Source: an optimization exercise on an open RTL-to-GDS flow (aim: small area, a short achievable clock period and few clock cycles per item). Production flows keep margins and buffers that such runs may drop.
The RTL was checked by simulation tests, not by an equivalence proof against the original design.
Power figures rest on the tool's default switching activity, not on a simulated workload.

==> flow/design.v, too long to show whole: its modules and the start of the top module <==
// module ghash_acc: 359 lines
module ghash_acc (
    input  wire         clk,
    input  wire         rst,         
    input  wire         in_valid,
    output wire         in_ready,
    input  wire [1:0]   in_op,
    input  wire [127:0] in_data,
    output wire [127:0] y,
    output wire         y_valid
);
  // ...
==> flow/run.sh <==
#!/bin/bash
# synth_recipe.tcl (not shown) runs the flow's synth.tcl, then flattens the netlist and writes it again
# the make line also repeats each setting of config.mk as NAME=value (left out here)
make -C /OpenROAD-flow-scripts/flow DESIGN_CONFIG=/design/flow/config.mk WORK_HOME=/design/flow/orfs CLKGATE_MAP_FILE= SYNTH_SCRIPT=/design/flow/synth_recipe.tcl finish
==> flow/config.mk <==
export PLATFORM = sky130hd
export DESIGN_NAME = ghash_acc
export DESIGN_NICKNAME = ghash_acc
export VERILOG_FILES = /design/flow/design.v
export SDC_FILE = /design/flow/constraint.sdc
export NUM_CORES = 4
export LEC_CHECK = 0
export CAP_MARGIN = 20
export CORE_MARGIN = 2
export CORE_UTILIZATION = 55
export PLACE_DENSITY = 0.7
export SETUP_SLACK_MARGIN = 2.5
export SLEW_MARGIN = 20
==> flow/constraint.sdc <==
create_clock -name core_clock -period 5.0 [get_ports {clk}]
set_input_delay 1.0000 -clock core_clock [delete_from_list [all_inputs] [get_ports {clk}]]
set_output_delay 1.0000 -clock core_clock [all_outputs]
set_load 0.01 [all_outputs]
==> impl_metrics.prom, run 1 <==
# TYPE chip_impl_metric gauge
chip_impl_metric{name="crit_path_dat",unit="ps"} 3250
chip_impl_metric{name="drt_first_iter_violations",unit=""} 7437
chip_impl_info{name="outcome",value="no timing/DRC/antenna violations"} 1
chip_impl_info{name="hold_start",value="cnt_q[0]"} 1
chip_impl_metric{name="cp_data_required_time",unit="ps"} 5490
chip_impl_metric{name="cts_setup_buffers",unit=""} 433
chip_impl_info{name="cts_tree",value="yes"} 1
chip_impl_metric{name="pwr.group.combinational",unit="mW"} 14.5
chip_impl_metric{name="setup_violations",unit=""} 0
chip_impl_metric{name="vdd_ir_drop_max",unit="mV"} 0.298
chip_impl_metric{name="ffs_latches_synth",unit=""} 438
chip_impl_metric{name="grt_pass1_wl",unit="um"} 277000
chip_impl_info{name="crit_family",value="XOR/XNOR gates"} 1
chip_impl_info{name="slowest_stage",value="sky130_fd_sc_hd__xnor2_2"} 1
chip_impl_metric{name="antenna_cells_inserted",unit=""} 6
chip_impl_metric{name="relSlewSlack",unit="%"} 40.9
chip_impl_metric{name="clock_sinks",unit=""} 438
chip_impl_metric{name="tap_cells",unit=""} 1080
chip_impl_metric{name="met1_usage",unit="%"} 51.8
chip_impl_metric{name="post_synth.cell_area_avg",unit="um2"} 7.62
chip_impl_metric{name="post_synth_and_or_nand_nor_area_fraction",unit="%"} 19.9
chip_impl_metric{name="complex_gate_fraction_of_the_synthesized_area",unit="%"} 4.50
chip_impl_metric{name="clkbuf_count",unit=""} 64
chip_impl_metric{name="synth_mux_area_share",unit="%"} 0.260
chip_impl_metric{name="p_clk",unit="mW"} 3.80
chip_impl_metric{name="synth.top_cell.area_share",unit="%"} 30.4
chip_impl_metric{name="numCtsBuffers",unit=""} 50
chip_impl_metric{name="cp_slowest_stage_delay",unit="ps"} 530
Testbench counts, summed over its fixed seeds: cycles 21,234, items 2,506.
==> run 2: changes to the inputs <==
--- a/flow/design.v
+++ b/flow/design.v
@@ -17,17 +17,17 @@
     reg         hz_q;     
     reg         rdy_q;    
     reg         nrdy_q;   
     reg         yv_q;     
     assign in_ready = rdy_q;
     assign y_valid  = yv_q;
     assign y        = z_q;
     wire accept = in_valid && !nrdy_q;
-    wire start  = accept && in_op == 2'd0 && !hz_q;
+    wire start  = accept && in_op == 2'd0 && !hz_q && !rst;
     wire clr    = rst || (accept && in_op != 2'd2);
     wire busy_n = !rst && (start || (busy_q && !last_q));
     wire [2:0] cnt_n = (rst || !busy_q) ? 3'd0 : cnt_q + 3'd1;
     reg [44:0] hx_q;
     wire [44:0] hx_n;
     assign hx_n[0] = (in_data[0] ^ in_data[121]);
     assign hx_n[1] = (in_data[0] ^ in_data[126]);
     assign hx_n[2] = (in_data[0] ^ in_data[127]);
@@ -325,35 +325,33 @@
     assign zx[120] = ((z_q[8] ^ z_q[9]) ^ (z_q[10] ^ z_q[15]));
     assign zx[121] = ((z_q[9] ^ z_q[10]) ^ z_q[11]);
     assign zx[122] = ((z_q[10] ^ z_q[11]) ^ z_q[12]);
     assign zx[123] = ((z_q[11] ^ z_q[12]) ^ z_q[13]);
     assign zx[124] = ((z_q[12] ^ z_q[13]) ^ z_q[14]);
     assign zx[125] = ((z_q[13] ^ z_q[14]) ^ z_q[15]);
     assign zx[126] = (z_q[14] ^ z_q[15]);
     assign zx[127] = z_q[15];
-    wire [127:0] zn = pt ^ zx;                   
-    wire [127:0] an = busy_q ? (pt ^ (zx ^ in_data)) : (z_q ^ in_data);
+    wire [127:0] e  = busy_q ? zx : z_q;
     always @(posedge clk) begin
         busy_q <= busy_n;
         cnt_q  <= cnt_n;
         last_q <= busy_n && cnt_n == 3'd7;
         rdy_q  <= !busy_n || cnt_n == 3'd7;
         nrdy_q <= busy_n && cnt_n != 3'd7;
         yv_q   <= !busy_n;
         if (rst)
             hz_q <= 1'b1;
         else if (accept && in_op[1])
             hz_q <= 1'b0;
         if (accept && in_op[1]) begin
             h_q  <= in_data;
             hx_q <= hx_n;
         end
-        if (!nrdy_q)
-            x_q <= an;
+        if (start)
+            x_q <= pt ^ (in_data ^ e);
+        else if (rst)
+            x_q <= 128'd0;
         else
             x_q <= x_q >> 16;
-        if (clr)
-            z_q <= 128'd0;
-        else if (busy_q)
-            z_q <= zn;
+        z_q <= clr ? 128'd0 : pt ^ e;
     end
 endmodule
==> flow/config.mk (replaced) <==
export PLATFORM = sky130hd
export DESIGN_NAME = ghash_acc
export DESIGN_NICKNAME = ghash_acc
export VERILOG_FILES = /design/flow/design.v
export SDC_FILE = /design/flow/constraint.sdc
export NUM_CORES = 4
export LEC_CHECK = 0
export CAP_MARGIN = 20
export CORE_MARGIN = 2
export CORE_UTILIZATION = 55
export PLACE_DENSITY = 0.7
export SETUP_SLACK_MARGIN = 2.3
export SLEW_MARGIN = 20
==> run 2 against run 1 <==
  * Via count decreased by 14%
  * Synthesized area is 2.6% lower
  * Wire length shrank 16%
  * Cell area down 13%
  * Register-to-register slack gained 70 ps
  * Clock power grew 11%
  * Sequential cell count is the same
  * Largest cell class unchanged
  * Core utilization fell by 6.9 points
  * Still clean
  * First-iteration DRC count shrank 22%
  * Clock skew shrank 2.5 ps
  * Critical path depth down 10
==> impl_metrics.prom, run 2 <==
# TYPE chip_impl_metric gauge
chip_impl_info{name="outcome",value="no timing/DRC/antenna violations"} 1
chip_impl_info{name="min_path_type",value="reg2reg"} 1
chip_impl_metric{name="route.detailed.wl_per_inst",unit="um"} 25.0
chip_impl_info{name="worstSetupPathType",value="reg2out"} 1
chip_impl_metric{name="power.density",unit="mW/mm2"} 223
chip_impl_metric{name="placeableCoreArea",unit="mm2"} 0.0807
chip_impl_info{name="min_delay_worst_endpoint",value="cnt_q[0]"} 1
chip_impl_metric{name="place.detailed.hpwl",unit="um"} 102000
chip_impl_metric{name="max_cap_violations",unit=""} 0
chip_impl_metric{name="route.antenna.remaining_nets",unit=""} 0
chip_impl_metric{name="worst-r2r-setup-slack",unit="ps"} 2310
chip_impl_metric{name="portbufs",unit=""} 262
chip_impl_info{name="synth_area_leaders",value="sky130_fd_sc_hd__xnor2_1 (29%), sky130_fd_sc_hd__nand2_1 (17%), sky130_fd_sc_hd__dfxtp_1 (12%), sky130_fd_sc_hd__edfxtp_1 (12%), sky130_fd_sc_hd__xor2_1 (11%)"} 1
chip_impl_metric{name="post_synth_inst_count",unit=""} 5705
chip_impl_metric{name="setup_tns",unit="ps"} 0
chip_impl_info{name="grt_setup_unrepaired",value="yes"} 1
chip_impl_info{name="category_of_the_worst_setup_path_launch_point",value="register"} 1
chip_impl_info{name="layout.cells.most_common_list",value="sky130_fd_sc_hd__nand2_1 (2065), sky130_fd_sc_hd__xnor2_1 (1456), sky130_fd_sc_hd__xor2_1 (543)"} 1
chip_impl_metric{name="antenna_found_initial",unit=""} 7
chip_impl_metric{name="clk_pin_slew_worst_paths",unit="ps"} 60
chip_impl_metric{name="wirelength",unit="um"} 171000
chip_impl_info{name="cts_tree",value="yes"} 1
chip_impl_info{name="layout_top_registers",value="h_q x128, x_q x128, z_q x128"} 1
chip_impl_metric{name="finalClockSkew",unit="ps"} 32.5
chip_impl_info{name="slowest_stage",value="sky130_fd_sc_hd__clkdlybuf4s50_1"} 1
chip_impl_metric{name="grtUsageTotal",unit="%"} 38.9
chip_impl_metric{name="mappedNetlistArea",unit="mm2"} 0.0449
chip_impl_metric{name="vdd_ir_drop_max",unit="mV"} 0.266
chip_impl_metric{name="cts.htree.levels",unit=""} 2
chip_impl_metric{name="critPathMaxFanout",unit=""} 3
chip_impl_metric{name="synthesis.nets",unit=""} 5839
chip_impl_metric{name="synth_sequential_area_ratio",unit="%"} 23.4
chip_impl_metric{name="route.vias.total",unit=""} 40300
chip_impl_metric{name="finalCritPeriodShare",unit="%"} 54.2
chip_impl_metric{name="drt_first_iter_violations",unit=""} 5813
chip_impl_metric{name="clock_insertion_delay_at_the_later_pin_of_the_skew_report",unit="ps"} 670
chip_impl_info{name="post_synth_most_frequent_cells",value="sky130_fd_sc_hd__nand2_1 (2067), sky130_fd_sc_hd__xnor2_1 (1478), sky130_fd_sc_hd__xor2_1 (543)"} 1
chip_impl_metric{name="timing_worst_slew_pin_value",unit="ps"} 992
chip_impl_metric{name="ios",unit=""} 263
chip_impl_metric{name="grt_start_max_net_pins",unit=""} 117
chip_impl_info{name="hold_start",value="cnt_q[0]"} 1
chip_impl_metric{name="first_global_vias",unit=""} 37000
chip_impl_metric{name="fp.dieArea",unit="mm2"} 0.0840
chip_impl_metric{name="grt_overflow",unit=""} 0
chip_impl_metric{name="floorplan.initialDensity",unit="%"} 55.7
chip_impl_metric{name="non_filler_instance_count_after_layout",unit=""} 6848
chip_impl_metric{name="cp_data_required_time",unit="ps"} 4000
chip_impl_info{name="most_used_standard_cell_by_instance_count_after_synthesis",value="sky130_fd_sc_hd__nand2_1"} 1
chip_impl_metric{name="grt_pass1_wl",unit="um"} 248000
chip_impl_metric{name="detailed_place.area",unit="mm2"} 0.0472
chip_impl_metric{name="fp-row-count",unit=""} 104
chip_impl_metric{name="synth.top_cell.area_share",unit="%"} 28.8
chip_impl_info{name="layout.cells.most_common",value="sky130_fd_sc_hd__nand2_1"} 1
chip_impl_metric{name="final.min_clock_period",unit="ps"} 2710
chip_impl_metric{name="clock_sinks",unit=""} 438
chip_impl_info{name="r2r-end",value="x_q[67]"} 1
chip_impl_metric{name="die_width",unit="um"} 290
chip_impl_info{name="crit_path_end_kind",value="output port"} 1
chip_impl_metric{name="vias_per_cell",unit=""} 5.88
chip_impl_metric{name="cp_slowest_stage_delay",unit="ps"} 590
chip_impl_metric{name="ys_types",unit=""} 29
chip_impl_metric{name="synth-edff-count",unit=""} 173
chip_impl_info{name="clockRootBuffer",value="sky130_fd_sc_hd__clkbuf_16"} 1
chip_impl_metric{name="drive_gt1_share",unit="%"} 8.76
chip_impl_metric{name="reg2reg_depth",unit=""} 8
chip_impl_metric{name="numCtsBuffers",unit=""} 54
chip_impl_metric{name="finalHoldViolCount",unit=""} 0
chip_impl_info{name="dominantRegCellSynth",value="sky130_fd_sc_hd__dfxtp_1"} 1
chip_impl_metric{name="async_flop_share",unit="%"} 0
chip_impl_metric{name="crit_path_dat",unit="ps"} 1710
chip_impl_metric{name="hold_path_depth",unit=""} 1
chip_impl_metric{name="drtPass1Iterations",unit=""} 7
chip_impl_info{name="list_of_cells_traversed_by_the_critical_path",value="clkdlybuf4s50_1"} 1
chip_impl_metric{name="placed_cells_incl_taps",unit=""} 6558
chip_impl_metric{name="relSlewSlack",unit="%"} 33.9
chip_impl_metric{name="final_cell_area",unit="mm2"} 0.0517
chip_impl_metric{name="post_synth.cell_area_avg",unit="um2"} 7.87
chip_impl_metric{name="leakage",unit="nW"} 15.2
chip_impl_metric{name="fmaxAchievable",unit="MHz"} 369
chip_impl_metric{name="cts-root-to-sink-buffers",unit=""} 3
chip_impl_metric{name="fin_nets",unit=""} 5877
chip_impl_metric{name="ffs_latches_synth",unit=""} 438
chip_impl_metric{name="setup_violations",unit=""} 0
chip_impl_info{name="synth_area_leader_cell",value="sky130_fd_sc_hd__xnor2_1"} 1
chip_impl_info{name="worstReg2RegStart",value="x_q[10]"} 1
chip_impl_metric{name="signed_area_change_from_the_synthesized_netlist_to_the_final_layout",unit="%"} 15.1
chip_impl_metric{name="place.gp.congestion",unit=""} 0.896
chip_impl_metric{name="cp_num_buf_inv",unit=""} 1
chip_impl_metric{name="synth-warning-count",unit=""} 1
chip_impl_metric{name="dieHeight",unit="um"} 290
chip_impl_metric{name="post-route-drc-count",unit=""} 0
chip_impl_metric{name="postCtsHoldBufs",unit=""} 0
chip_impl_info{name="crit_family",value="buffers and inverters"} 1
chip_impl_metric{name="final-max-slew-violation-count",unit=""} 0
==> run 2: repair_timing <==
item                                    4_1_cts  5_1_grt
endpoints found under the setup margin      237      111
setup buffers                                37      149
gates resized for setup                     139       24
cloned                                        1        2
pin swaps                                     1        0
endpoints found under the hold margin         0        0
==> run 2: worst max path at each step <==
stage          startpoint  endpoint  depth (start not counted)
2_1_floorplan    in_valid    h_q[0]                          3
3_3_place_gp          rst  x_q[100]                          5
3_5_place_dp          rst   x_q[94]                          5
4_1_cts               rst   x_q[94]                          6
5_1_grt          in_op[0]   x_q[99]                          6
6_report          z_q[83]     y[83]                          1
==> run 2: logic make-up (layout without fill, tap and decap cells) <==
| logic type | Yosys count | count (layout) | share of synthesized area (%) |
|---|---|---|---|
| and+or+nand+nor | 2337 | 2338 | 21.2 |
| xor gates and xnor gates | 2143 | 2143 | 45.5 |
| buffers and inverters | 542 | 623 | 5.90 |
| DFF | 438 | 438 | 23.4 |
| AOI/OAI and AO/OA | 132 | 132 | 1.49 |
| muxes | 112 | 112 | 2.50 |
| adders and majority gates | 1 | 1 | 0.0278 |
| other | 0 | 1 | 0 |
==> run 2: final cells by class <==
cell class	count	area, um2
diodes	1	2.50
clock buffers	71	1600
clock inverters	29	259
fillers	6699	29000
inverters	7	30.0
multi-input cells	4726	32000
flip-flops and latches	438	10800
well taps	1060	1330
repair buffers	516	5730
==> run 2: metrics by stage <==
| step | util [%] | power (mW) | setup WS, ps | hold slack [ps] |
|---|---|---|---|---|
| final | 64.1 | 11.5 | 2290 | 453 |
| after detailed placement | 58.5 | 7.07 | 1340 | 443 |
| after floorplan | - | 5.96 | 853 | 417 |
| after CTS | 61.9 | 11.3 | 2290 | 456 |
| after global routing | 64.1 | 11.8 | 2260 | 477 |
| after global placement | 58.5 | 7.05 | 1380 | 433 |
==> run 2: power breakdown <==
group	internal [mW]	switching, mW	total [mW]
logic	1.37	1.54	2.91
clock network	2.38	1.82	4.20
registers	3.93	0.478	4.41
==> run 2: per-layer routing <==
metal  up-vias  GRT usage (%)  share of wire, %
met5         -              0             0.023
met4         6           26.1               8.2
met3       778           9.12                14
met2      3184           58.0                42
met1     18900           50.2                35
li1      17400              -                 -
Testbench counts of run 2, summed over its fixed seeds: cycles 21,234, items 2,506.
==> run 3: changes to the inputs <==
--- a/flow/config.mk
+++ b/flow/config.mk
@@ -9,4 +9,4 @@
 export CORE_MARGIN = 2
-export CORE_UTILIZATION = 55
-export PLACE_DENSITY = 0.7
+export CORE_UTILIZATION = 65
+export PLACE_DENSITY = 0.75
 export SETUP_SLACK_MARGIN = 2.3
==> run 3 against run 2 <==
  * Via count up 2.6%
  * Cell area down 1.1%
  * Global-route usage up 7.5 points
  * Die area down 15%
  * Register-to-register slack worse by 90 ps
  * Largest cell class unchanged
  * Largest power group unchanged
==> impl_metrics.prom, run 3 <==
# TYPE chip_impl_metric gauge
chip_impl_metric{name="antenna_found_initial",unit=""} 4
chip_impl_metric{name="clock_insertion_delay_at_the_later_pin_of_the_skew_report",unit="ps"} 640
chip_impl_metric{name="cts.htree.levels",unit=""} 2
chip_impl_metric{name="final-max-slew-violation-count",unit=""} 0
chip_impl_metric{name="p_sw_share",unit="%"} 32.9
chip_impl_metric{name="postCtsHoldBufs",unit=""} 0
chip_impl_metric{name="grt_overflow",unit=""} 0
chip_impl_info{name="cts_tree",value="yes"} 1
chip_impl_metric{name="signed_area_change_from_the_synthesized_netlist_to_the_final_layout",unit="%"} 13.9
chip_impl_metric{name="clk_pin_slew_worst_paths",unit="ps"} 70
chip_impl_info{name="worstSetupPathType",value="reg2reg"} 1
chip_impl_metric{name="wirelength",unit="um"} 173000
chip_impl_metric{name="async_flop_share",unit="%"} 0
chip_impl_metric{name="place.gp.congestion",unit=""} 0.926
chip_impl_metric{name="fp.dieArea",unit="mm2"} 0.0712
chip_impl_metric{name="synthesis.nets",unit=""} 5839
chip_impl_metric{name="post_synth.cell_area_avg",unit="um2"} 7.87
chip_impl_info{name="synth_area_leaders",value="sky130_fd_sc_hd__xnor2_1 (29%), sky130_fd_sc_hd__nand2_1 (17%), sky130_fd_sc_hd__dfxtp_1 (12%), sky130_fd_sc_hd__edfxtp_1 (12%), sky130_fd_sc_hd__xor2_1 (11%)"} 1
chip_impl_metric{name="route.antenna.remaining_nets",unit=""} 0
chip_impl_metric{name="seq_power_share",unit="%"} 39.5
chip_impl_metric{name="vdd_ir_drop_max",unit="mV"} 0.273
chip_impl_metric{name="grt_start_max_net_pins",unit=""} 143
chip_impl_metric{name="crit_path_dat",unit="ps"} 3280
chip_impl_info{name="category_of_the_worst_setup_path_launch_point",value="register"} 1
chip_impl_metric{name="setup_tns",unit="ps"} 0
chip_impl_metric{name="power.switching",unit="mW"} 3.68
chip_impl_metric{name="power.density",unit="mW/mm2"} 219
chip_impl_metric{name="synth_sequential_area_ratio",unit="%"} 23.4
chip_impl_metric{name="numCtsBuffers",unit=""} 51
chip_impl_metric{name="mappedNetlistArea",unit="mm2"} 0.0449
chip_impl_metric{name="route.vias.total",unit=""} 41300
chip_impl_metric{name="cp_num_buf_inv",unit=""} 3
chip_impl_info{name="min_path_type",value="reg2reg"} 1
chip_impl_info{name="crit_path_end_kind",value="register"} 1
chip_impl_metric{name="finalHoldViolCount",unit=""} 0
chip_impl_metric{name="fp-row-count",unit=""} 96
chip_impl_metric{name="synth-warning-count",unit=""} 1
chip_impl_metric{name="relSlewSlack",unit="%"} 32.7
chip_impl_metric{name="synth.top_cell.area_share",unit="%"} 28.8
chip_impl_metric{name="first_global_vias",unit=""} 37900
chip_impl_metric{name="cp_data_required_time",unit="ps"} 5500
chip_impl_metric{name="synth-edff-count",unit=""} 173
chip_impl_metric{name="drtPass1Iterations",unit=""} 9
chip_impl_metric{name="post-place-ws",unit="ps"} 1890
chip_impl_metric{name="route.detailed.wl_per_inst",unit="um"} 25.9
chip_impl_metric{name="vias_per_cell",unit=""} 6.20
chip_impl_info{name="synth_area_leader_cell",value="sky130_fd_sc_hd__xnor2_1"} 1
chip_impl_metric{name="combPwrFrac",unit="%"} 25.1
chip_impl_info{name="layout.cells.most_common",value="sky130_fd_sc_hd__nand2_1"} 1
chip_impl_metric{name="finalCritPeriodShare",unit="%"} 55.7
chip_impl_info{name="most_used_standard_cell_by_instance_count_after_synthesis",value="sky130_fd_sc_hd__nand2_1"} 1
chip_impl_metric{name="leakage",unit="nW"} 15.0
chip_impl_metric{name="clock_sinks",unit=""} 438
chip_impl_info{name="dominantRegCellSynth",value="sky130_fd_sc_hd__dfxtp_1"} 1
chip_impl_info{name="grt_setup_unrepaired",value="no"} 1
chip_impl_metric{name="cts-root-to-sink-buffers",unit=""} 3
chip_impl_metric{name="cp_slowest_stage_delay",unit="ps"} 560
chip_impl_metric{name="die_width",unit="um"} 267
chip_impl_info{name="list_of_cells_traversed_by_the_critical_path",value="buf_4 > buf_4 > buf_4 > nand2_1 > xor2_1 > xnor2_1 > xnor3_1 > xnor2_1 > xnor2_1 > o21ai_1"} 1
chip_impl_metric{name="finalClockSkew",unit="ps"} 22.0
chip_impl_metric{name="place.detailed.hpwl",unit="um"} 101000
chip_impl_metric{name="drt_first_iter_violations",unit=""} 7224
chip_impl_info{name="layout.cells.most_common_list",value="sky130_fd_sc_hd__nand2_1 (2065), sky130_fd_sc_hd__xnor2_1 (1470), sky130_fd_sc_hd__xor2_1 (543)"} 1
chip_impl_metric{name="grtUsageTotal",unit="%"} 46.5
chip_impl_metric{name="setup_slack",unit="ps"} 2220
chip_impl_info{name="slowest_stage",value="sky130_fd_sc_hd__dfxtp_4"} 1
chip_impl_metric{name="fmaxAchievable",unit="MHz"} 359
chip_impl_metric{name="final.min_clock_period",unit="ps"} 2780
chip_impl_info{name="clockRootBuffer",value="sky130_fd_sc_hd__clkbuf_16"} 1
chip_impl_metric{name="critPathMaxFanout",unit=""} 11
chip_impl_metric{name="floorplan.initialDensity",unit="%"} 65.6
chip_impl_info{name="outcome",value="no timing/DRC/antenna violations"} 1
chip_impl_metric{name="placeableCoreArea",unit="mm2"} 0.0685
chip_impl_info{name="crit_family",value="XOR/XNOR gates"} 1
chip_impl_metric{name="post-route-drc-count",unit=""} 0
chip_impl_metric{name="ys_types",unit=""} 29
chip_impl_metric{name="power.internal",unit="mW"} 7.52
chip_impl_info{name="post_synth_most_frequent_cells",value="sky130_fd_sc_hd__nand2_1 (2067), sky130_fd_sc_hd__xnor2_1 (1478), sky130_fd_sc_hd__xor2_1 (543)"} 1
chip_impl_metric{name="ffs_latches_synth",unit=""} 438
chip_impl_metric{name="post_synth_inst_count",unit=""} 5705
chip_impl_metric{name="p_total",unit="mW"} 11.2
chip_impl_metric{name="setup_violations",unit=""} 0
chip_impl_metric{name="max_cap_violations",unit=""} 0
chip_impl_metric{name="dieHeight",unit="um"} 267
chip_impl_info{name="layout_top_registers",value="h_q x128, x_q x128, z_q x128"} 1
chip_impl_metric{name="clock_power_share",unit="%"} 35.4
chip_impl_metric{name="portbufs",unit=""} 262
chip_impl_metric{name="grt_pass1_wl",unit="um"} 248000
chip_impl_metric{name="drive_gt1_share",unit="%"} 8.01
chip_impl_metric{name="ios",unit=""} 263
chip_impl_metric{name="fin_nets",unit=""} 5875
chip_impl_metric{name="timing_worst_slew_pin_value",unit="ps"} 1010
-- run 3: cell counts after synthesis --
Identical to the previous run, type by type.
-- run 3: logic make-up after synthesis --
family                     synth area share [%]
muxes                                      2.50
DFF                                        23.4
buffers and inverters                      5.90
and+or+nand+nor                            21.2
adders and majority gates                0.0278
xor gates and xnor gates                   45.5
AOI/OAI and AO/OA                          1.49
-- run 3: final cells by class --
cell class / instances / area (um2)
well taps: 882 / 1100
multi-input cells: 4725 / 31900
clock buffers: 74 / 1580
fillers: 5063 / 17300
diodes: 2 / 5.00
flip-flops and latches: 438 / 10700
inverters: 7 / 30.0
repair buffers: 518 / 5710
clock inverters: 21 / 156
-- run 3: final timing paths --
check | start | endpoint | slack (ps) | depth (start not counted)
max | x_q[7] | x_q[74] | 2220 | 10
min | hz_q | hz_q | 460 | 1
max reg2reg | x_q[7] | x_q[74] | 2220 | 10
min reg2reg | hz_q | hz_q | 460 | 1
-- run 3: per-layer routing --
layer | track usage, % | routed length [um]
met1 | 59.7 | 59500
met3 | 13.9 | 27800
met5 | 0 | 28
met2 | 65.9 | 69800
met4 | 33.9 | 15700
-- run 3: metrics by stage --
step	area (um2)	cells	hold WS (ps)	utilization [%]
6_report	51200	6667	459	74.7
5_1_grt	51100	6665	481	74.7
4_1_cts	49700	6527	455	72.6
3_5_place_dp	47100	6391	443	68.7
3_3_place_gp	47100	6391	433	68.7
2_1_floorplan	44900	5705	417	-
-- run 3: power groups by stage --
stage | combinational [mW] | sequential (mW) | clock (mW)
after floorplan | 1.83 | 4.13 | 0
after global placement | 2.45 | 4.52 | 0
after detailed placement | 2.49 | 4.52 | 0
after CTS | 2.58 | 4.43 | 3.95
after global routing | 2.91 | 4.41 | 4.07
final | 2.81 | 4.42 | 3.97
-- run 3: repair_timing --
item / CTS / global route
cloned: 1 / 0
setup endpoints to repair: 194 / 75
resized for setup: 96 / 23
setup buffers: 40 / 138
==> run 4: changes to the inputs <==
==> flow/flow/run.sh (new file) <==
#!/bin/bash
# The standard layout (standard.sh: the ORFS flow with the standard synthesis),
# with the port buffers made of sky130_fd_sc_hd__buf_4 instead of the cell
# buffer_ports picks by default. make's full output goes to standard_flow.log;
# each ORFS step keeps its own log under orfs/logs/.
set -euo pipefail
export BUFFER_PORTS_ARGS="-buffer_cell sky130_fd_sc_hd__buf_4"
bash standard.sh > standard_flow.log 2>&1
==> flow/standard.sh (new file) <==
#!/bin/bash
# synth_recipe.tcl (not shown) runs the flow's synth.tcl, then flattens the netlist and writes it again
# the make line also repeats each setting of config.mk as NAME=value (left out here)
make -C /OpenROAD-flow-scripts/flow DESIGN_CONFIG=/design/flow/config.mk WORK_HOME=/design/flow/orfs CLKGATE_MAP_FILE= SYNTH_SCRIPT=/design/flow/synth_recipe.tcl "${@:-finish}"
--- a/flow/config.mk
+++ b/flow/config.mk
@@ -9,5 +9,5 @@
 export CORE_MARGIN = 2
-export CORE_UTILIZATION = 65
-export PLACE_DENSITY = 0.75
-export SETUP_SLACK_MARGIN = 2.3
+export CORE_UTILIZATION = 55
+export PLACE_DENSITY = 0.7
+export SETUP_SLACK_MARGIN = 2.5
 export SLEW_MARGIN = 20
removed: flow/run.sh
==> run 4 against run 3 <==
  * Via count is 2.8% higher
  * Global-route usage is 6.1 points lower
  * Power grew 4.7%
  * Still clean on timing, DRC and antenna
  * Fmax up 3.3%
  * Combinational power increased by 18%
  * Count of clock-buffer cells in the layout fell by 4
  * Wire length grew 4.9%
  * Clock power is 5.0% higher
  * Synthesized area unchanged
==> impl_metrics.prom, run 4 <==
# TYPE chip_impl_metric gauge
chip_impl_info{name="outcome",value="no timing/DRC/antenna violations"} 1
chip_impl_info{name="cts_tree",value="yes"} 1
chip_impl_metric{name="fin_nets",unit=""} 6158
chip_impl_metric{name="clk_pin_slew_worst_paths",unit="ps"} 60
chip_impl_metric{name="drtPass1Iterations",unit=""} 10
chip_impl_metric{name="ys_types",unit=""} 29
chip_impl_metric{name="numCtsBuffers",unit=""} 53
chip_impl_info{name="category_of_the_worst_setup_path_launch_point",value="register"} 1
chip_impl_info{name="crit_path_end_kind",value="register"} 1
chip_impl_metric{name="synth_sequential_area_ratio",unit="%"} 23.4
chip_impl_info{name="most_used_standard_cell_by_instance_count_after_synthesis",value="sky130_fd_sc_hd__nand2_1"} 1
chip_impl_metric{name="portbufs",unit=""} 262
chip_impl_metric{name="worst-r2r-setup-slack",unit="ps"} 2310
chip_impl_metric{name="post-place-ws",unit="ps"} 1410
chip_impl_metric{name="drive_gt1_share",unit="%"} 16.4
chip_impl_metric{name="final-max-slew-violation-count",unit=""} 0
chip_impl_metric{name="power.density",unit="mW/mm2"} 216
chip_impl_metric{name="vias_per_cell",unit=""} 5.95
chip_impl_metric{name="mappedNetlistArea",unit="mm2"} 0.0449
chip_impl_metric{name="area_occupied_by_multi_input_gates",unit="mm2"} 0.0324
chip_impl_metric{name="ios",unit=""} 263
chip_impl_metric{name="placeableCoreArea",unit="mm2"} 0.0807
chip_impl_metric{name="wirelength",unit="um"} 181000
chip_impl_metric{name="post_synth.cell_area_avg",unit="um2"} 7.87
chip_impl_metric{name="die_width",unit="um"} 290
chip_impl_info{name="worstReg2RegStart",value="x_q[2]"} 1
chip_impl_info{name="grt_setup_unrepaired",value="yes"} 1
chip_impl_info{name="layout.cells.most_common_list",value="sky130_fd_sc_hd__nand2_1 (2065), sky130_fd_sc_hd__xnor2_1 (1402), sky130_fd_sc_hd__buf_4 (625)"} 1
chip_impl_metric{name="hold_path_depth",unit=""} 1
chip_impl_metric{name="clock_insertion_delay_at_the_later_pin_of_the_skew_report",unit="ps"} 660
chip_impl_metric{name="async_flop_share",unit="%"} 0
chip_impl_metric{name="relSlewSlack",unit="%"} 30.4
chip_impl_info{name="synth_area_leaders",value="sky130_fd_sc_hd__xnor2_1 (29%), sky130_fd_sc_hd__nand2_1 (17%), sky130_fd_sc_hd__dfxtp_1 (12%), sky130_fd_sc_hd__edfxtp_1 (12%), sky130_fd_sc_hd__xor2_1 (11%)"} 1
chip_impl_info{name="layout_top_registers",value="h_q x128, x_q x128, z_q x128"} 1
chip_impl_metric{name="reg2reg_depth",unit=""} 9
chip_impl_metric{name="max_cap_violations",unit=""} 0
chip_impl_metric{name="grt_start_max_net_pins",unit=""} 117
chip_impl_metric{name="fp-row-count",unit=""} 104
chip_impl_metric{name="route.detailed.wl_per_inst",unit="um"} 25.4
chip_impl_info{name="critical_path.most_common_cell",value="sky130_fd_sc_hd__xnor2_1"} 1
chip_impl_info{name="dominantRegCellSynth",value="sky130_fd_sc_hd__dfxtp_1"} 1
chip_impl_metric{name="synth.top_cell.area_share",unit="%"} 28.8
chip_impl_info{name="slowest_stage",value="sky130_fd_sc_hd__xnor2_1"} 1
chip_impl_info{name="worstSetupPathType",value="reg2reg"} 1
chip_impl_metric{name="antenna_found_initial",unit=""} 10
chip_impl_metric{name="final.min_clock_period",unit="ps"} 2690
chip_impl_info{name="min_delay_worst_endpoint",value="cnt_q[0]"} 1
chip_impl_metric{name="route.vias.total",unit=""} 42500
chip_impl_metric{name="synth-edff-count",unit=""} 173
chip_impl_metric{name="clock_sinks",unit=""} 438
chip_impl_metric{name="setup_tns",unit="ps"} 0
chip_impl_metric{name="final_cell_area",unit="mm2"} 0.0543
chip_impl_metric{name="cp_slowest_stage_delay",unit="ps"} 630
chip_impl_metric{name="signed_area_change_from_the_synthesized_netlist_to_the_final_layout",unit="%"} 21.0
chip_impl_metric{name="postCtsHoldBufs",unit=""} 0
chip_impl_metric{name="synth-warning-count",unit=""} 1
chip_impl_metric{name="finalClockSkew",unit="ps"} 32.3
chip_impl_metric{name="timing_worst_slew_pin_value",unit="ps"} 1040
chip_impl_metric{name="setup_slack",unit="ps"} 2310
chip_impl_info{name="layout.cells.most_common",value="sky130_fd_sc_hd__nand2_1"} 1
chip_impl_metric{name="floorplan.initialDensity",unit="%"} 55.7
chip_impl_metric{name="drt_first_iter_violations",unit=""} 6392
chip_impl_metric{name="grtUsageTotal",unit="%"} 40.3
chip_impl_info{name="post_synth_most_frequent_cells",value="sky130_fd_sc_hd__nand2_1 (2067), sky130_fd_sc_hd__xnor2_1 (1478), sky130_fd_sc_hd__xor2_1 (543)"} 1
chip_impl_info{name="synth_area_leader_cell",value="sky130_fd_sc_hd__xnor2_1"} 1
chip_impl_metric{name="synthesis.nets",unit=""} 5839
chip_impl_metric{name="grt_overflow",unit=""} 0
chip_impl_metric{name="layout.filler_cells",unit=""} 6258
chip_impl_metric{name="ffs_latches_synth",unit=""} 438
chip_impl_metric{name="vdd_ir_drop_max",unit="mV"} 0.260
chip_impl_metric{name="antenna_cells_inserted",unit=""} 0
chip_impl_metric{name="post-route-drc-count",unit=""} 0
chip_impl_metric{name="fmaxAchievable",unit="MHz"} 371
chip_impl_metric{name="leakage",unit="nW"} 17.5
chip_impl_metric{name="dieHeight",unit="um"} 290
chip_impl_metric{name="setup_violations",unit=""} 0
chip_impl_metric{name="cts.htree.levels",unit=""} 2
chip_impl_metric{name="fp.dieArea",unit="mm2"} 0.0840
chip_impl_metric{name="cp_data_required_time",unit="ps"} 5510
chip_impl_metric{name="finalHoldViolCount",unit=""} 0
chip_impl_info{name="hold_start",value="cnt_q[0]"} 1
chip_impl_metric{name="post_synth_inst_count",unit=""} 5705
chip_impl_info{name="list_of_cells_traversed_by_the_critical_path",value="buf_4 > buf_8 > nand2_1 > xnor2_1 > xnor2_1 > xnor3_1 > xnor2_1 > xnor2_1 > o21ai_1"} 1
chip_impl_info{name="r2r-end",value="x_q[103]"} 1
chip_impl_metric{name="cts-root-to-sink-buffers",unit=""} 3
chip_impl_metric{name="finalCritPeriodShare",unit="%"} 53.9
chip_impl_metric{name="crit_path_dat",unit="ps"} 3210
chip_impl_metric{name="hold_slack",unit="ps"} 457
chip_impl_metric{name="detailed_place.area",unit="mm2"} 0.0465
chip_impl_info{name="clockRootBuffer",value="sky130_fd_sc_hd__clkbuf_16"} 1
chip_impl_metric{name="place.detailed.hpwl",unit="um"} 102000
chip_impl_metric{name="grt_pass1_wl",unit="um"} 256000
chip_impl_metric{name="route.antenna.remaining_nets",unit=""} 0
chip_impl_metric{name="first_global_vias",unit=""} 38600
chip_impl_metric{name="register_area",unit="mm2"} 0.0106
chip_impl_info{name="min_path_type",value="reg2reg"} 1
chip_impl_metric{name="place.gp.congestion",unit=""} 0.906
chip_impl_metric{name="critPathMaxFanout",unit=""} 10
run 4: cell counts after synthesis:
Identical to the previous run, type by type.
run 4: what timing repair did:
item | CTS | global route
pin swaps | 2 | 5
cloned | 3 | 6
setup buffers | 229 | 228
setup endpoints to repair | 246 | 167
resized for setup | 33 | 74
run 4: cells by family (layout without fill, tap and decap cells):
logic type,after synthesis,count (layout),share of synthesized area (%)
mux,112,112,2.50
simple gates,2337,2338,21.2
compound gates,132,132,1.49
flops,438,438,23.4
xor+xnor,2143,2143,45.5
buf+inv,542,905,5.90
fa+ha+maj,1,1,0.0278
run 4: where the power goes:
part	switching (mW)	leakage (nW)	internal, mW
clock	1.82	0.914	2.35
combinational	1.77	12.8	1.54
sequential	0.345	3.78	3.91
run 4: how the worst max path moves through the flow:
stage	cells past startpoint	slack [ps]	endpoint	startpoint
6_report	9	2310	x_q[103]	x_q[2]
5_1_grt	9	2300	x_q[103]	x_q[2]
4_1_cts	7	2500	x_q[84]	h_q[90]
3_5_place_dp	5	1410	x_q[96]	rst
3_3_place_gp	5	1490	x_q[98]	rst
2_1_floorplan	3	850	h_q[0]	in_valid
run 4: worst max-delay path: cells and delay by family (launching register included):
kind	cells	cell delay, ps
compound gates	1	140
buf+inv	2	330
simple gates	1	90
xor+xnor	5	1510
flops	1	480
run 4: layout make-up:
class,count,area share [%]
inverter,7,0.0553
clock inverter,30,0.550
tap,1060,2.44
multi-input combinational,4726,59.7
sequential,438,19.4
clock buffer,70,2.82
timing repair buffer,798,15.0
run 4: metrics by stage:
step	util, %	power (mW)	instances
floorplan	-	5.96	5705
global placement	57.7	6.97	6563
detailed placement	57.7	6.99	6563
CTS	63.5	11.3	6895
global route	67.4	11.9	7129
finish	67.4	11.7	7129
run 4: routing by layer:
metal  up-vias  GRT usage [%]  share of wire (%)
li1      18000              -                  -
met1     19800           51.2                 34
met2      3572           60.0                 42
met3      1030           9.78                 15
met4        14           29.1                9.5
met5         -              0              0.053
==> run 5: changes to the inputs <==
--- a/flow/config.mk
+++ b/flow/config.mk
@@ -11,3 +11,3 @@
 export PLACE_DENSITY = 0.7
-export SETUP_SLACK_MARGIN = 2.5
+export SETUP_SLACK_MARGIN = 2.3
 export SLEW_MARGIN = 20
==> run 5 against run 4 <==
  * Global-route usage fell by 1.5 points
  * Synthesized area did not move
  * First-iteration DRC count fell by 11%
  * Setup slack got worse by 24 ps
  * Synthesized cell count did not move
  * Power fell by 3.4%
  * Count of clock-buffer cells in the layout did not move
  * Clock power barely moved
  * Combinational power fell by 17%
  * Critical endpoint is now x_q[56]
==> impl_metrics.prom, run 5 <==
# TYPE chip_impl_metric gauge
chip_impl_metric{name="relSlewSlack",unit="%"} 30.0
chip_impl_info{name="synth_area_leaders",value="sky130_fd_sc_hd__xnor2_1 (29%), sky130_fd_sc_hd__nand2_1 (17%), sky130_fd_sc_hd__dfxtp_1 (12%), sky130_fd_sc_hd__edfxtp_1 (12%), sky130_fd_sc_hd__xor2_1 (11%)"} 1
chip_impl_metric{name="vdd_ir_drop_max",unit="mV"} 0.254
chip_impl_metric{name="grtUsageTotal",unit="%"} 38.8
chip_impl_metric{name="ffs_latches_synth",unit=""} 438
chip_impl_metric{name="power.density",unit="mW/mm2"} 226
chip_impl_metric{name="met1_usage",unit="%"} 50.4
chip_impl_metric{name="detailed_place.area",unit="mm2"} 0.0465
chip_impl_metric{name="die_width",unit="um"} 290
chip_impl_metric{name="cts-root-to-sink-buffers",unit=""} 3
chip_impl_info{name="synth_area_leader_cell",value="sky130_fd_sc_hd__xnor2_1"} 1
chip_impl_metric{name="synth-warning-count",unit=""} 1
chip_impl_metric{name="placeableCoreArea",unit="mm2"} 0.0807
chip_impl_info{name="min_path_type",value="reg2reg"} 1
chip_impl_metric{name="route.vias.total",unit=""} 40200
chip_impl_metric{name="timing_worst_slew_pin_value",unit="ps"} 1050
chip_impl_metric{name="fp.dieArea",unit="mm2"} 0.0840
chip_impl_metric{name="drive_gt1_share",unit="%"} 10.5
chip_impl_metric{name="ios",unit=""} 263
chip_impl_metric{name="wirelength",unit="um"} 171000
chip_impl_info{name="layout.cells.most_common_list",value="sky130_fd_sc_hd__nand2_1 (2065), sky130_fd_sc_hd__xnor2_1 (1458), sky130_fd_sc_hd__xor2_1 (543)"} 1
chip_impl_info{name="dominantRegCellSynth",value="sky130_fd_sc_hd__dfxtp_1"} 1
chip_impl_metric{name="dieHeight",unit="um"} 290
chip_impl_info{name="post_synth_most_frequent_cells",value="sky130_fd_sc_hd__nand2_1 (2067), sky130_fd_sc_hd__xnor2_1 (1478), sky130_fd_sc_hd__xor2_1 (543)"} 1
chip_impl_metric{name="crit_path_dat",unit="ps"} 3210
chip_impl_metric{name="finalClockSkew",unit="ps"} 24.6
chip_impl_metric{name="synthesis.nets",unit=""} 5839
chip_impl_metric{name="hold_slack",unit="ps"} 460
chip_impl_metric{name="route.antenna.remaining_nets",unit=""} 0
chip_impl_metric{name="portbufs",unit=""} 262
chip_impl_metric{name="grt_pass1_wl",unit="um"} 248000
chip_impl_metric{name="leakage",unit="nW"} 15.1
chip_impl_metric{name="post_synth.cell_area_avg",unit="um2"} 7.87
chip_impl_metric{name="floorplan.initialDensity",unit="%"} 55.7
chip_impl_metric{name="drt_first_iter_violations",unit=""} 5704
chip_impl_metric{name="place.gp.congestion",unit=""} 0.906
chip_impl_metric{name="first_global_vias",unit=""} 37200
chip_impl_info{name="crit_path_end_kind",value="register"} 1
chip_impl_metric{name="layout.filler_cells",unit=""} 6862
chip_impl_metric{name="max_cap_violations",unit=""} 0
chip_impl_metric{name="finalCritPeriodShare",unit="%"} 54.4
chip_impl_metric{name="synth_sequential_area_ratio",unit="%"} 23.4
chip_impl_metric{name="place.detailed.hpwl",unit="um"} 102000
chip_impl_metric{name="async_flop_share",unit="%"} 0
chip_impl_info{name="grt_setup_unrepaired",value="no"} 1
chip_impl_info{name="category_of_the_worst_setup_path_launch_point",value="register"} 1
chip_impl_metric{name="drtPass1Iterations",unit=""} 8
chip_impl_metric{name="grt_start_max_net_pins",unit=""} 117
chip_impl_metric{name="fmaxAchievable",unit="MHz"} 368
chip_impl_metric{name="fin_nets",unit=""} 5827
chip_impl_info{name="layout.cells.most_common",value="sky130_fd_sc_hd__nand2_1"} 1
chip_impl_metric{name="post-route-drc-count",unit=""} 0
chip_impl_metric{name="synth-edff-count",unit=""} 173
chip_impl_metric{name="ys_types",unit=""} 29
chip_impl_info{name="layout_top_registers",value="h_q x128, x_q x128, z_q x128"} 1
chip_impl_metric{name="post_synth_inst_count",unit=""} 5705
chip_impl_metric{name="setup_slack",unit="ps"} 2280
chip_impl_info{name="top_usage_layer",value="met2"} 1
chip_impl_metric{name="globalRouteMet2Util",unit="%"} 57.7
chip_impl_metric{name="critPathMaxFanout",unit=""} 14
chip_impl_metric{name="post-place-ws",unit="ps"} 1410
chip_impl_info{name="most_used_standard_cell_by_instance_count_after_synthesis",value="sky130_fd_sc_hd__nand2_1"} 1
chip_impl_metric{name="postCtsHoldBufs",unit=""} 0
chip_impl_metric{name="vias_per_cell",unit=""} 5.91
chip_impl_metric{name="placed_cells_incl_taps",unit=""} 6563
chip_impl_metric{name="antenna_found_initial",unit=""} 6
chip_impl_metric{name="mappedNetlistArea",unit="mm2"} 0.0449
chip_impl_info{name="clockRootBuffer",value="sky130_fd_sc_hd__clkbuf_16"} 1
chip_impl_metric{name="clock_sinks",unit=""} 438
chip_impl_metric{name="route.detailed.wl_per_inst",unit="um"} 25.1
chip_impl_info{name="worstSetupPathType",value="reg2reg"} 1
chip_impl_metric{name="cts.htree.levels",unit=""} 2
chip_impl_metric{name="cp_data_required_time",unit="ps"} 5500
chip_impl_metric{name="post-route-util",unit="%"} 62.3
chip_impl_metric{name="non_filler_instance_count_after_layout",unit=""} 6800
chip_impl_metric{name="signed_area_change_from_the_synthesized_netlist_to_the_final_layout",unit="%"} 11.9
chip_impl_metric{name="final_cell_area",unit="mm2"} 0.0503
chip_impl_metric{name="finalHoldViolCount",unit=""} 0
chip_impl_metric{name="setup_tns",unit="ps"} 0
chip_impl_metric{name="final-max-slew-violation-count",unit=""} 0
chip_impl_metric{name="grt.met3_usage",unit="%"} 8.95
chip_impl_metric{name="clk_pin_slew_worst_paths",unit="ps"} 60
chip_impl_info{name="outcome",value="no timing/DRC/antenna violations"} 1
chip_impl_metric{name="p_total",unit="mW"} 11.3
chip_impl_metric{name="numCtsBuffers",unit=""} 53
chip_impl_metric{name="setup_violations",unit=""} 0
chip_impl_info{name="cts_tree",value="yes"} 1
chip_impl_metric{name="grt_overflow",unit=""} 0
chip_impl_metric{name="clock_insertion_delay_at_the_later_pin_of_the_skew_report",unit="ps"} 650
chip_impl_metric{name="final.min_clock_period",unit="ps"} 2720
chip_impl_metric{name="synth.top_cell.area_share",unit="%"} 28.8
chip_impl_metric{name="fp-row-count",unit=""} 104
## run 5: critical path, stage by stage, from the launching register on
cell and delay (ps):
sky130_fd_sc_hd__dfxtp_4 650, sky130_fd_sc_hd__buf_4 280, sky130_fd_sc_hd__nand2_1 80, sky130_fd_sc_hd__xnor2_1 230, sky130_fd_sc_hd__xnor2_1 170, sky130_fd_sc_hd__xnor3_1 350, sky130_fd_sc_hd__xnor2_1 160, sky130_fd_sc_hd__xnor2_1 460
sky130_fd_sc_hd__o21ai_0 170
## run 5: layout make-up
type                            instances  area, um2  share of cell area (%)
Clock buffer                           70       1540                    3.05
Multi-Input combinational cell       4726      32000                    63.6
Clock inverter                         30        299                   0.595
Inverter                                7       30.0                  0.0597
Antenna cell                            2       5.00                 0.00996
Timing Repair Buffer                  467       4510                    8.98
Sequential cell                       438      10600                    21.0
Tap cell                             1060       1330                    2.64
## run 5: logic make-up after synthesis
family / synth area share, %
buf+inv: 5.90
simple gates: 21.2
flops: 23.4
compound gates: 1.49
mux: 2.50
fa+ha+maj: 0.0278
xor+xnor: 45.5
## run 5: repair_timing
action	in CTS	in global routing
resized for setup	12	18
setup endpoints to repair	130	114
endpoints found under the hold margin	0	0
pin swaps	1	1
gates cloned	1	1
setup buffers	27	106
## run 5: final timing paths
kind	startpoint	end	slack [ps]	depth (start not counted)
setup / recovery	x_q[10]	x_q[56]	2280	8
hold / removal	cnt_q[0]	cnt_q[0]	460	1
setup reg to reg	x_q[10]	x_q[56]	2280	8
hold reg to reg	cnt_q[0]	cnt_q[0]	460	1
## run 5: report_power, final
part	internal, mW	switching (mW)	total [mW]
Sequential	3.91	0.511	4.42
Combinational	1.27	1.48	2.75
Clock	2.35	1.82	4.16
## run 5: routing by layer
metal	up-vias	share of wire (%)	wire length [um]
met3	735	13	23000
met4	8	7.9	13500
met1	19100	36	62100
li1	17400	-	-
met2	2980	42	72300
met5	-	0.029	49
==> run 6: changes to the inputs <==
--- a/flow/config.mk
+++ b/flow/config.mk
@@ -11,3 +11,3 @@
 export PLACE_DENSITY = 0.7
-export SETUP_SLACK_MARGIN = 2.3
+export SETUP_SLACK_MARGIN = 2.2
 export SLEW_MARGIN = 20
==> run 6 against run 5 <==
  * Clock skew increased by 0.99 ps
  * Combinational power decreased by 5%
  * Highest routed layer unchanged
  * Cell count decreased by 1.3%
  * Sequential power increased by 1%
  * Wire length decreased by 1.1%
  * Global-route usage decreased by 0.59 points
  * Largest power group unchanged
  * Die area unchanged
  * Register-to-register slack got worse by 80 ps
  * Critical path depth decreased by 2
  * Worst hold slack got worse by 5.1 ps
==> impl_metrics.prom, run 6 <==
# TYPE chip_impl_metric gauge
chip_impl_metric{name="clock_insertion_delay_at_the_later_pin_of_the_skew_report",unit="ps"} 660
chip_impl_info{name="hold_start",value="x_q[20]"} 1
chip_impl_metric{name="grt_pass1_wl",unit="um"} 245000
chip_impl_info{name="worstSetupPathType",value="in2reg"} 1
chip_impl_metric{name="placeableCoreArea",unit="mm2"} 0.0807
chip_impl_metric{name="setup_violations",unit=""} 0
chip_impl_info{name="worstReg2RegStart",value="busy_q"} 1
chip_impl_metric{name="grt_overflow",unit=""} 0
chip_impl_metric{name="cp_data_required_time",unit="ps"} 5520
chip_impl_metric{name="async_flop_share",unit="%"} 0
chip_impl_info{name="most_used_standard_cell_by_instance_count_after_synthesis",value="sky130_fd_sc_hd__nand2_1"} 1
chip_impl_metric{name="grtUsageTotal",unit="%"} 38.2
chip_impl_metric{name="p_total",unit="mW"} 11.2
chip_impl_metric{name="route.vias.total",unit=""} 39600
chip_impl_info{name="critical_path.most_common_cell",value="sky130_fd_sc_hd__buf_4"} 1
chip_impl_metric{name="crit_path_dat",unit="ps"} 3350
chip_impl_metric{name="vdd_ir_drop_max",unit="mV"} 0.258
chip_impl_metric{name="max_cap_violations",unit=""} 0
chip_impl_metric{name="ios",unit=""} 263
chip_impl_metric{name="clk_pin_slew_worst_paths",unit="ps"} 60
chip_impl_metric{name="floorplan.initialDensity",unit="%"} 55.7
chip_impl_info{name="crit_path_end_kind",value="register"} 1
chip_impl_metric{name="setup_tns",unit="ps"} 0
chip_impl_metric{name="cts.htree.levels",unit=""} 2
chip_impl_metric{name="final-max-slew-violation-count",unit=""} 0
chip_impl_metric{name="timing_worst_slew_pin_value",unit="ps"} 1050
chip_impl_info{name="layout_top_registers",value="h_q x128, x_q x128, z_q x128"} 1
chip_impl_metric{name="drtPass1Iterations",unit=""} 6
chip_impl_metric{name="dieHeight",unit="um"} 290
chip_impl_metric{name="post_synth_inst_count",unit=""} 5705
chip_impl_metric{name="post-route-drc-count",unit=""} 0
chip_impl_info{name="r2r-end",value="x_q[84]"} 1
chip_impl_metric{name="drt_first_iter_violations",unit=""} 5893
chip_impl_metric{name="grt_start_max_net_pins",unit=""} 117
chip_impl_info{name="cts_tree",value="yes"} 1
chip_impl_metric{name="relSlewSlack",unit="%"} 29.5
chip_impl_metric{name="leakage",unit="nW"} 14.5
chip_impl_metric{name="finalCritPeriodShare",unit="%"} 56.6
chip_impl_metric{name="place.gp.congestion",unit=""} 0.906
chip_impl_metric{name="die_width",unit="um"} 290
chip_impl_metric{name="synth-edff-count",unit=""} 173
chip_impl_info{name="layout.cells.most_common",value="sky130_fd_sc_hd__nand2_1"} 1
chip_impl_metric{name="synth-warning-count",unit=""} 1
chip_impl_metric{name="synth_sequential_area_ratio",unit="%"} 23.4
chip_impl_metric{name="fp-row-count",unit=""} 104
chip_impl_metric{name="synth.top_cell.area_share",unit="%"} 28.8
chip_impl_metric{name="critPathMaxFanout",unit=""} 116
chip_impl_metric{name="post_synth.cell_area_avg",unit="um2"} 7.87
chip_impl_metric{name="finalHoldViolCount",unit=""} 0
chip_impl_metric{name="drive_gt1_share",unit="%"} 8.91
chip_impl_metric{name="clock_sinks",unit=""} 438
chip_impl_info{name="layout.cells.most_common_list",value="sky130_fd_sc_hd__nand2_1 (2065), sky130_fd_sc_hd__xnor2_1 (1469), sky130_fd_sc_hd__xor2_1 (543)"} 1
chip_impl_metric{name="mappedNetlistArea",unit="mm2"} 0.0449
chip_impl_metric{name="numCtsBuffers",unit=""} 53
chip_impl_metric{name="cts-root-to-sink-buffers",unit=""} 3
chip_impl_info{name="slowest_stage",value="sky130_fd_sc_hd__nor4_4"} 1
chip_impl_metric{name="hold_path_depth",unit=""} 2
chip_impl_metric{name="postCtsHoldBufs",unit=""} 0
chip_impl_info{name="timing.critical_path.from",value="rst"} 1
chip_impl_metric{name="reg2reg_depth",unit=""} 7
chip_impl_metric{name="place.detailed.hpwl",unit="um"} 102000
chip_impl_metric{name="ffs_latches_synth",unit=""} 438
chip_impl_metric{name="cp_slowest_stage_delay",unit="ps"} 710
chip_impl_info{name="dominantRegCellSynth",value="sky130_fd_sc_hd__dfxtp_1"} 1
chip_impl_metric{name="ys_types",unit=""} 29
chip_impl_metric{name="synthesis.nets",unit=""} 5839
chip_impl_metric{name="antenna_found_initial",unit=""} 5
chip_impl_metric{name="finalClockSkew",unit="ps"} 25.6
chip_impl_info{name="post_synth_most_frequent_cells",value="sky130_fd_sc_hd__nand2_1 (2067), sky130_fd_sc_hd__xnor2_1 (1478), sky130_fd_sc_hd__xor2_1 (543)"} 1
chip_impl_metric{name="portbufs",unit=""} 262
chip_impl_info{name="list_of_cells_traversed_by_the_critical_path",value="buf_4 > nor4_4 > nand2_4 > buf_4 > nand3b_1 > o21ai_0"} 1
chip_impl_info{name="category_of_the_worst_setup_path_launch_point",value="input pin"} 1
chip_impl_metric{name="fmaxAchievable",unit="MHz"} 354
chip_impl_info{name="clockRootBuffer",value="sky130_fd_sc_hd__clkbuf_16"} 1
chip_impl_metric{name="wirelength",unit="um"} 169000
chip_impl_metric{name="final.min_clock_period",unit="ps"} 2830
chip_impl_info{name="outcome",value="no timing/DRC/antenna violations"} 1
chip_impl_info{name="crit_family",value="simple AND/OR/NAND/NOR gates"} 1
chip_impl_metric{name="cp_num_buf_inv",unit=""} 2
chip_impl_metric{name="first_global_vias",unit=""} 37100
chip_impl_info{name="synth_area_leader_cell",value="sky130_fd_sc_hd__xnor2_1"} 1
chip_impl_info{name="min_path_type",value="reg2reg"} 1
chip_impl_metric{name="fin_nets",unit=""} 5736
chip_impl_metric{name="signed_area_change_from_the_synthesized_netlist_to_the_final_layout",unit="%"} 9.50
chip_impl_metric{name="fp.dieArea",unit="mm2"} 0.0840
chip_impl_metric{name="route.detailed.wl_per_inst",unit="um"} 25.2
chip_impl_metric{name="power.density",unit="mW/mm2"} 229
chip_impl_metric{name="worst-r2r-setup-slack",unit="ps"} 2200
chip_impl_info{name="grt_setup_unrepaired",value="yes"} 1
chip_impl_metric{name="route.antenna.remaining_nets",unit=""} 0
chip_impl_info{name="min_delay_worst_endpoint",value="x_q[4]"} 1
chip_impl_metric{name="vias_per_cell",unit=""} 5.90
chip_impl_info{name="synth_area_leaders",value="sky130_fd_sc_hd__xnor2_1 (29%), sky130_fd_sc_hd__nand2_1 (17%), sky130_fd_sc_hd__dfxtp_1 (12%), sky130_fd_sc_hd__edfxtp_1 (12%), sky130_fd_sc_hd__xor2_1 (11%)"} 1
## run 6: worst max path at each step
stage	slack, ps	depth (start not counted)	to
final	2170	6	x_q[96]
after detailed placement	1410	5	x_q[96]
after global placement	1490	5	x_q[98]
after global routing	2080	6	x_q[96]
after CTS	2150	8	x_q[73]
after floorplan	850	3	h_q[0]
## run 6: logic make-up after synthesis
logic type	after synthesis	synth area share (%)
multiplexers	112	2.50
XOR/XNOR	2143	45.5
buffers and inverters	542	5.90
adder cells (fa/ha/maj)	1	0.0278
AO/OA/AOI/OAI	132	1.49
AND/OR/NAND/NOR	2337	21.2
flip-flops	438	23.4
## run 6: report_power, final
part	switching, mW	internal (mW)
clock	1.82	2.34
combinational	1.40	1.21
sequential	0.557	3.91
## run 6: stage by stage
stage | instance area, um2 | std cells | util [%] | setup slack, ps | hold slack (ps)
6_report | 49200 | 6709 | 61.0 | 2170 | 454
2_1_floorplan | 44900 | 5705 | - | 853 | 417
3_5_place_dp | 46500 | 6563 | 57.7 | 1410 | 443
5_1_grt | 49200 | 6707 | 61.0 | 2080 | 474
3_3_place_gp | 46500 | 6563 | 57.7 | 1490 | 427
4_1_cts | 48800 | 6683 | 60.4 | 2150 | 457
## run 6: per-layer routing
layer | GRT usage [%] | vias up | share of wire [%]
met5 | 0 | - | 0.021
li1 | - | 17200 | -
met2 | 57.5 | 2979 | 43
met1 | 50.1 | 18700 | 37
met4 | 23.6 | 6 | 7.3
met3 | 8.20 | 726 | 13
## run 6: worst reg2reg max path: stages, from the launching register on
cell                      delay (ps)
sky130_fd_sc_hd__dfxtp_4         620
sky130_fd_sc_hd__buf_16          360
sky130_fd_sc_hd__mux2i_1         500
sky130_fd_sc_hd__xnor2_1         160
sky130_fd_sc_hd__xnor3_1         270
sky130_fd_sc_hd__xnor2_1         180
sky130_fd_sc_hd__xnor2_1         490
sky130_fd_sc_hd__o21ai_1         100
## run 6: final cells by class
class / count / area, um2
Fill cell: 6991 / 31500
Sequential cell: 438 / 10600
Clock inverter: 30 / 299
Antenna cell: 2 / 5.00
Clock buffer: 70 / 1540
Inverter: 7 / 30.0
Multi-Input combinational cell: 4726 / 31900
Tap cell: 1060 / 1330
Timing Repair Buffer: 376 / 3540
## run 6: timing repair
action                     in CTS  in global routing
setup buffers                  19                 23
setup endpoints to repair      94                 71
pin swaps                       1                  0
gates resized for setup         2                 13
gates cloned                    1                  1
==> run 7: changes to the inputs <==
--- a/flow/config.mk
+++ b/flow/config.mk
@@ -9,5 +9,5 @@
 export CORE_MARGIN = 2
-export CORE_UTILIZATION = 55
-export PLACE_DENSITY = 0.7
-export SETUP_SLACK_MARGIN = 2.2
+export CORE_UTILIZATION = 50
+export PLACE_DENSITY = 0.65
+export SETUP_SLACK_MARGIN = 2.3
 export SLEW_MARGIN = 20
==> run 7 against run 6 <==
  * Synthesized area did not move
  * Wire length rose by 0.85%
  * Sequential share of layout area fell by 0.50 points
  * Synthesized cell count did not move
  * Sequential power fell by 1%
  * Highest routed layer is now met4
  * Non-clock buffer count rose by 80
  * Fmax rose by 6.0%
  * Cell area rose by 2.4%
  * Clock power rose by 4%
  * Setup slack improved by 160 ps
  * Combinational power rose by 5%
==> impl_metrics.prom, run 7 <==
# TYPE chip_impl_metric gauge
chip_impl_info{name="outcome",value="no timing/DRC/antenna violations"} 1
chip_impl_metric{name="place.detailed.hpwl",unit="um"} 104000
chip_impl_info{name="hold_start",value="x_q[91]"} 1
chip_impl_metric{name="floorplan.initialDensity",unit="%"} 50.7
chip_impl_metric{name="complex_gate_fraction_of_the_synthesized_area",unit="%"} 1.49
chip_impl_metric{name="dieHeight",unit="um"} 304
chip_impl_info{name="dominantRegCellSynth",value="sky130_fd_sc_hd__dfxtp_1"} 1
chip_impl_metric{name="place.gp.congestion",unit=""} 0.901
chip_impl_metric{name="die_width",unit="um"} 304
chip_impl_metric{name="synth_mux_area_share",unit="%"} 2.50
chip_impl_metric{name="wirelength",unit="um"} 171000
chip_impl_metric{name="post-route-drc-count",unit=""} 0
chip_impl_metric{name="timing_worst_slew_pin_value",unit="ps"} 997
chip_impl_metric{name="finalCritPeriodShare",unit="%"} 53.4
chip_impl_info{name="layout_top_registers",value="h_q x128, x_q x128, z_q x128"} 1
chip_impl_metric{name="cp_slowest_stage_delay",unit="ps"} 880
chip_impl_metric{name="route.detailed.wl_per_inst",unit="um"} 24.7
chip_impl_metric{name="layout.filler_cells",unit=""} 7946
chip_impl_info{name="crit_family",value="XOR/XNOR gates"} 1
chip_impl_metric{name="post_synth_and_or_nand_nor_area_fraction",unit="%"} 21.2
chip_impl_metric{name="route.antenna.remaining_nets",unit=""} 0
chip_impl_metric{name="grtUsageTotal",unit="%"} 35.4
chip_impl_metric{name="route.vias.total",unit=""} 39200
chip_impl_metric{name="numCtsBuffers",unit=""} 54
chip_impl_metric{name="ys_types",unit=""} 29
chip_impl_metric{name="crit_path_dat",unit="ps"} 3180
chip_impl_info{name="min_path_type",value="reg2reg"} 1
chip_impl_info{name="worstReg2RegStart",value="h_q[69]"} 1
chip_impl_metric{name="placeableCoreArea",unit="mm2"} 0.0886
chip_impl_info{name="slowest_stage",value="sky130_fd_sc_hd__edfxtp_1"} 1
chip_impl_metric{name="drtPass1Iterations",unit=""} 8
chip_impl_metric{name="drive_gt1_share",unit="%"} 10.4
chip_impl_metric{name="area_occupied_by_multi_input_gates",unit="mm2"} 0.0319
chip_impl_info{name="synth_area_leaders",value="sky130_fd_sc_hd__xnor2_1 (29%), sky130_fd_sc_hd__nand2_1 (17%), sky130_fd_sc_hd__dfxtp_1 (12%), sky130_fd_sc_hd__edfxtp_1 (12%), sky130_fd_sc_hd__xor2_1 (11%)"} 1
## run 7: cell counts after synthesis
Identical to the previous run, type by type.
## run 7: final timing paths
kind	cells past startpoint	end	slack [ps]
max reg2reg	7	x_q[64]	2330
min reg2reg	2	x_q[75]	460
max	7	x_q[64]	2330
min	2	x_q[75]	460
## run 7: layout make-up
type                       instances  share of cell area [%]
multi-input combinational       4726                    63.4
sequential                       438                    21.0
timing repair buffer             456                    8.80
clock buffer                      72                    3.23
tap                             1165                    2.89
clock inverter                    29                   0.591
inverter                           7                  0.0596
antenna                            1                 0.00497
## run 7: through the flow
stage	util [%]	instances	hold WS, ps	setup WS, ps
finish	56.8	6894	456	2330
global placement	52.7	6666	431	1840
detailed placement	52.7	6666	442	1790
floorplan	-	5705	417	853
global route	56.8	6893	469	2300
CTS	55.5	6797	454	2300
## run 7: layer usage
metal / vias to the layer above / routed length, um / track usage (%) / share of wire (%)
met5: - / 0 / 0 / 0
met4: 0 / 11900 / 19.9 / 7.0
met3: 596 / 20500 / 7.15 / 12
met1: 18700 / 64900 / 46.9 / 38
met2: 2612 / 73300 / 53.7 / 43
li1: 17300 / - / - / -
## run 7: power breakdown
part	leakage, nW	internal [mW]	switching (mW)
Combinational	10.4	1.27	1.46
Clock	0.946	2.50	1.84
Sequential	3.78	3.91	0.511
## run 7: repair_timing
action	in CTS	in global routing
pin swaps	0	1
setup endpoints to repair	103	100
hold buffers	0	0
cloned	1	3
gates resized for setup	10	19
setup buffers	29	93
## run 7: logic make-up (layout without fill, tap and decap cells)
kind of cell             count (synthesis)  in the layout
multiplexers                           112            112
other                                    0              1
AND/OR/NAND/NOR                       2337           2338
buffers and inverters                  542            564
flip-flops                             438            438
XOR/XNOR                              2143           2143
adder cells (fa/ha/maj)                  1              1
AO/OA/AOI/OAI                          132            132
## run 7: worst min-delay path, cell delays in order (launching register included)
cell	delay, ps
sky130_fd_sc_hd__dfxtp_1	300
sky130_fd_sc_hd__nand3b_1	60
sky130_fd_sc_hd__o21ai_1	50

[re-timing with driven ports]
How much do the figures lean on ideal ports? The routed layouts below were timed once more, with nothing changed but the port constraints.
Step 1, drivers: a clkbuf_16 drives clk and a buf_2 each remaining input, both assumed.
Step 2 adds t to the input delays and takes it off the output delays; t is the mean of the earliest and latest rising clock arrival at the registers after step 1. Input paths then give back, and output paths get back, about the clock's delay inside the block.
Three values: ideal ports, drivers, drivers and shift; two values: the first two.
run | t, ns | slack for setup (ns) | worst setup path after step 2 | latest minus earliest clock arrival (ns) | worst data-port slew with drivers (ns)
run 1 | 0.702 | 2.240 / 2.240 / 1.977 | input to register | 0.036 / 0.036 | 0.06
run 2 | 0.722 | 2.288 / 2.217 / 1.614 | input to register | 0.033 / 0.033 | 0.08
run 3 | 0.696 | 2.217 / 2.217 / 1.743 | input to register | 0.022 / 0.022 | 0.05
run 4 | 0.714 | 2.305 / 2.305 / 1.921 | input to register | 0.034 / 0.034 | 0.07
run 5 | 0.708 | 2.281 / 2.281 / 1.777 | input to register | 0.026 / 0.027 | 0.07
run 6 | 0.712 | 2.172 / 2.196 / 1.508 | input to register | 0.028 / 0.027 | 0.07
run 7 | 0.709 | 2.332 / 2.332 / 1.847 | input to register | 0.027 / 0.026 | 0.07
After both steps setup and hold are still met in every run listed. For run 2, which loses most, drivers alone change the setup slack by -0.071 ns; drivers and shift together by -0.674 ns.
